Background: an optimization exercise with open tools, aiming at small area, a short achievable clock period and few clock cycles. Do not read the settings as production practice. Only simulation tests tie the RTL to the original design; equivalence was not proved. No activity file was given, so power comes from the tool's default toggle rates.

Setup of lane 1:
// fcsu
module fcsu (
    input  wire        clk,
    input  wire        rst,
    input  wire        h_valid,
    output wire        h_ready,
    input  wire        h_write,
    input  wire        h_word,
    input  wire [17:0] h_addr,
    input  wire [31:0] h_wdata,
    output wire        h_done,
    output wire [31:0] h_rdata,
    output reg         in_en,
    output reg         in_we,
    output reg  [3:0]  in_wmask,
    output reg  [11:0] in_addr,
    output reg  [31:0] in_wdata,
    input  wire [31:0] in_rdata,
    output reg         out_en,
    output reg         out_we,
    output reg  [3:0]  out_wmask,
    output reg  [11:0] out_addr,
    output reg  [31:0] out_wdata,
    input  wire [31:0] out_rdata
);
Settings: LEC_CHECK=0, CAP_MARGIN=20, CORE_MARGIN=2, CORE_UTILIZATION=50, CTS_BUF_LIST=sky130_fd_sc_hd__clkbuf_8, CTS_CLUSTER_DIAMETER=60, CTS_CLUSTER_SIZE=10, PLACE_DENSITY=0.65, SETUP_SLACK_MARGIN=4.5, SLEW_MARGIN=20; clock period 10.0 ns.
standard.sh (not shown) runs the stock make flow with config.mk's settings and CLKGATE_MAP_FILE= SYNTH_SCRIPT=/design/flow/synth_recipe.tcl, a recipe that flattens the netlist after the stock synthesis.
==> flow/flow/run.sh <==
#!/bin/bash
# The standard layout (the standard.sh: standard synthesis, floorplan,
# placement, CTS, routing), with changes to which cells are chosen only:
# - the port buffers are plain buf_1 cells instead of the delay buffer
#   buffer_ports picks by default;
# - timing repair may swap a cell for one of another footprint;
# - besides the platform's don't-use cells, the slow wide OR / NOR gates
#   (or4 or4b or4bb or3 or3b nor4 nor4b nor4bb) are not used, so that wide address decodes map to
#   NAND / NOR trees.
# ORFS's own logs stay under orfs/logs; the make output goes to standard.log.
set -euo pipefail
PLATFORM_DONT_USE="sky130_fd_sc_hd__probe_p_8 sky130_fd_sc_hd__probec_p_8 sky130_fd_sc_hd__lpflow_bleeder_1 sky130_fd_sc_hd__lpflow_clkbufkapwr_1 sky130_fd_sc_hd__lpflow_clkbufkapwr_16 sky130_fd_sc_hd__lpflow_clkbufkapwr_2 sky130_fd_sc_hd__lpflow_clkbufkapwr_4 sky130_fd_sc_hd__lpflow_clkbufkapwr_8 sky130_fd_sc_hd__lpflow_clkinvkapwr_1 sky130_fd_sc_hd__lpflow_clkinvkapwr_16 sky130_fd_sc_hd__lpflow_clkinvkapwr_2 sky130_fd_sc_hd__lpflow_clkinvkapwr_4 sky130_fd_sc_hd__lpflow_clkinvkapwr_8 sky130_fd_sc_hd__lpflow_decapkapwr_12 sky130_fd_sc_hd__lpflow_decapkapwr_3 sky130_fd_sc_hd__lpflow_decapkapwr_4 sky130_fd_sc_hd__lpflow_decapkapwr_6 sky130_fd_sc_hd__lpflow_decapkapwr_8 sky130_fd_sc_hd__lpflow_inputiso0n_1 sky130_fd_sc_hd__lpflow_inputiso0p_1 sky130_fd_sc_hd__lpflow_inputiso1n_1 sky130_fd_sc_hd__lpflow_inputiso1p_1 sky130_fd_sc_hd__lpflow_inputisolatch_1 sky130_fd_sc_hd__lpflow_isobufsrc_1 sky130_fd_sc_hd__lpflow_isobufsrc_16 sky130_fd_sc_hd__lpflow_isobufsrc_2 sky130_fd_sc_hd__lpflow_isobufsrc_4 sky130_fd_sc_hd__lpflow_isobufsrc_8 sky130_fd_sc_hd__lpflow_isobufsrckapwr_16 sky130_fd_sc_hd__lpflow_lsbuf_lh_hl_isowell_tap_1 sky130_fd_sc_hd__lpflow_lsbuf_lh_hl_isowell_tap_2 sky130_fd_sc_hd__lpflow_lsbuf_lh_hl_isowell_tap_4 sky130_fd_sc_hd__lpflow_lsbuf_lh_isowell_4 sky130_fd_sc_hd__lpflow_lsbuf_lh_isowell_tap_1 sky130_fd_sc_hd__lpflow_lsbuf_lh_isowell_tap_2 sky130_fd_sc_hd__lpflow_lsbuf_lh_isowell_tap_4 "
EXTRA_DONT_USE=" sky130_fd_sc_hd__or4_1 sky130_fd_sc_hd__or4_2 sky130_fd_sc_hd__or4_4 sky130_fd_sc_hd__or4b_1 sky130_fd_sc_hd__or4b_2 sky130_fd_sc_hd__or4b_4 sky130_fd_sc_hd__or4bb_1 sky130_fd_sc_hd__or4bb_2 sky130_fd_sc_hd__or4bb_4 sky130_fd_sc_hd__or3_1 sky130_fd_sc_hd__or3_2 sky130_fd_sc_hd__or3_4 sky130_fd_sc_hd__or3b_1 sky130_fd_sc_hd__or3b_2 sky130_fd_sc_hd__or3b_4 sky130_fd_sc_hd__nor4_1 sky130_fd_sc_hd__nor4_2 sky130_fd_sc_hd__nor4_4 sky130_fd_sc_hd__nor4b_1 sky130_fd_sc_hd__nor4b_2 sky130_fd_sc_hd__nor4b_4 sky130_fd_sc_hd__nor4bb_1 sky130_fd_sc_hd__nor4bb_2 sky130_fd_sc_hd__nor4bb_4"
bash standard.sh MATCH_CELL_FOOTPRINT=0 "BUFFER_PORTS_ARGS=-buffer_cell sky130_fd_sc_hd__buf_1" \
    "DONT_USE_CELLS=$PLATFORM_DONT_USE $EXTRA_DONT_USE" finish > standard.log 2>&1
Every stage of the flow completed for lane 1, and the final layout passed the timing, design-rule and antenna checks.
Testbench counts of lane 1, summed over its fixed seeds: cycles 126,101.
diff inputs: lane 1 => lane 2
- CTS_BUF_LIST removed (was sky130_fd_sc_hd__clkbuf_8)
- CTS_CLUSTER_SIZE removed (was 10)
- CTS_CLUSTER_DIAMETER removed (was 60)
--- a/flow/flow/run.sh
+++ b/flow/flow/run.sh
@@ -3,3 +3,3 @@
 # placement, CTS, routing), with changes to which cells are chosen only:
-# - the port buffers are plain buf_1 cells instead of the delay buffer
+# - the port buffers are plain buf_2 cells instead of the delay buffer
 #   buffer_ports picks by default;
@@ -13,3 +13,3 @@
 EXTRA_DONT_USE=" sky130_fd_sc_hd__or4_1 sky130_fd_sc_hd__or4_2 sky130_fd_sc_hd__or4_4 sky130_fd_sc_hd__or4b_1 sky130_fd_sc_hd__or4b_2 sky130_fd_sc_hd__or4b_4 sky130_fd_sc_hd__or4bb_1 sky130_fd_sc_hd__or4bb_2 sky130_fd_sc_hd__or4bb_4 sky130_fd_sc_hd__or3_1 sky130_fd_sc_hd__or3_2 sky130_fd_sc_hd__or3_4 sky130_fd_sc_hd__or3b_1 sky130_fd_sc_hd__or3b_2 sky130_fd_sc_hd__or3b_4 sky130_fd_sc_hd__nor4_1 sky130_fd_sc_hd__nor4_2 sky130_fd_sc_hd__nor4_4 sky130_fd_sc_hd__nor4b_1 sky130_fd_sc_hd__nor4b_2 sky130_fd_sc_hd__nor4b_4 sky130_fd_sc_hd__nor4bb_1 sky130_fd_sc_hd__nor4bb_2 sky130_fd_sc_hd__nor4bb_4"
-bash standard.sh MATCH_CELL_FOOTPRINT=0 "BUFFER_PORTS_ARGS=-buffer_cell sky130_fd_sc_hd__buf_1" \
+bash standard.sh MATCH_CELL_FOOTPRINT=0 "BUFFER_PORTS_ARGS=-buffer_cell sky130_fd_sc_hd__buf_2" \
     "DONT_USE_CELLS=$PLATFORM_DONT_USE $EXTRA_DONT_USE" finish > standard.log 2>&1
==> results.txt <==
- Comparing lane 1 with lane 2, the number of placed instances, taps included came out essentially unchanged.
- Per the comparison of lane 2 with lane 1, total routed wirelength -about 2.5%, clock-buffer cell count +2.0%.
- Each of the runs, namely lane 1 and lane 2, reached the end of the flow and came out clean.
- As far as synthesized cell count goes, lane 2 and lane 1 are indistinguishable; the numbers are identical.
- In terms of clock-pin slew on the worst setup and hold paths, lane 2 and lane 1 differ only marginally.
Relative to lane 2, the following input files were edited for lane 3:
- an added CTS_CLUSTER_SIZE of 10
- a change of CORE_UTILIZATION from 50 to 55
- an added CTS_BUF_LIST of sky130_fd_sc_hd__clkbuf_8
- an added CTS_CLUSTER_DIAMETER of 60
- a change of PLACE_DENSITY from 0.65 to 0.7
### Flow results
Lane 3 ended up with a higher worst endpoint data arrival time than lane 2 did. In the reports for lane 2 and lane 3, the larger global-route usage belongs to lane 3. Lane 3 vs lane 2: normalized max-slew margin down. Compared with lane 2, lane 3 shows setup slack lower by 0.030 ns. From lane 2 to lane 3 the numbers moved as follows: row count has decreased; non-clock buffer count shows no meaningful change; sequential share of layout area higher. Lane 3 against lane 2: cell area saw a decrease, fraction of power consumed by the clock network dropped 9.5 points, total met3 wirelength after detailed routing went up.
Input changes introduced in lane 4 (baseline for comparison: lane 3):
- swapping 55 for 50 in CORE_UTILIZATION
- swapping 4.5 for 4.7 in SETUP_SLACK_MARGIN
- swapping 0.7 for 0.65 in PLACE_DENSITY
### Flow results
Taking lane 3 as the reference, in lane 4 portion of total power attributed to combinational logic went down 0.2 points, synthesis-to-finish area growth rose 1.1 points, met2 wire length grew by 3.5 mm.

afterwards: timing with drivers on the ports:
The results above use ideal ports. As a check the final layouts listed here were re-extracted and re-timed, cells and wires unchanged. Step 1, drivers: a clkbuf_16 drives clk and a buf_2 each remaining input, both assumed. Step 2 adds t to the input delays and takes it off the output delays; t is the mean of the earliest and latest rising clock arrival at the registers after step 1. Input paths then give back, and output paths get back, about the clock's delay inside the block. a / b / c = ideal / step 1 / step 2; a / b = the first two.
| run | t, ns | setup slack, ns | hold WS [ns] | clock arrival spread, ns | worst slew at a driven data input, ns |
|---|---|---|---|---|---|
| lane 1 | 0.736 | 4.383 / 4.317 / 4.317 | 0.703 / 0.703 / 0.703 | 0.052 / 0.052 | 0.17 |
| lane 2 | 0.667 | 4.442 / 4.384 / 4.384 | 0.674 / 0.674 / 0.674 | 0.041 / 0.041 | 0.09 |
| lane 3 | 0.740 | 4.413 / 4.324 / 4.324 | 0.700 / 0.700 / 0.700 | 0.034 / 0.034 | 0.14 |
| lane 4 | 0.739 | 4.362 / 4.287 / 4.287 | 0.668 / 0.668 / 0.668 | 0.026 / 0.026 | 0.10 |
After both steps every run listed still meets setup and hold. The setup slack of lane 3, which loses most, moves by -0.089 ns with the drivers and by -0.089 ns with both steps.
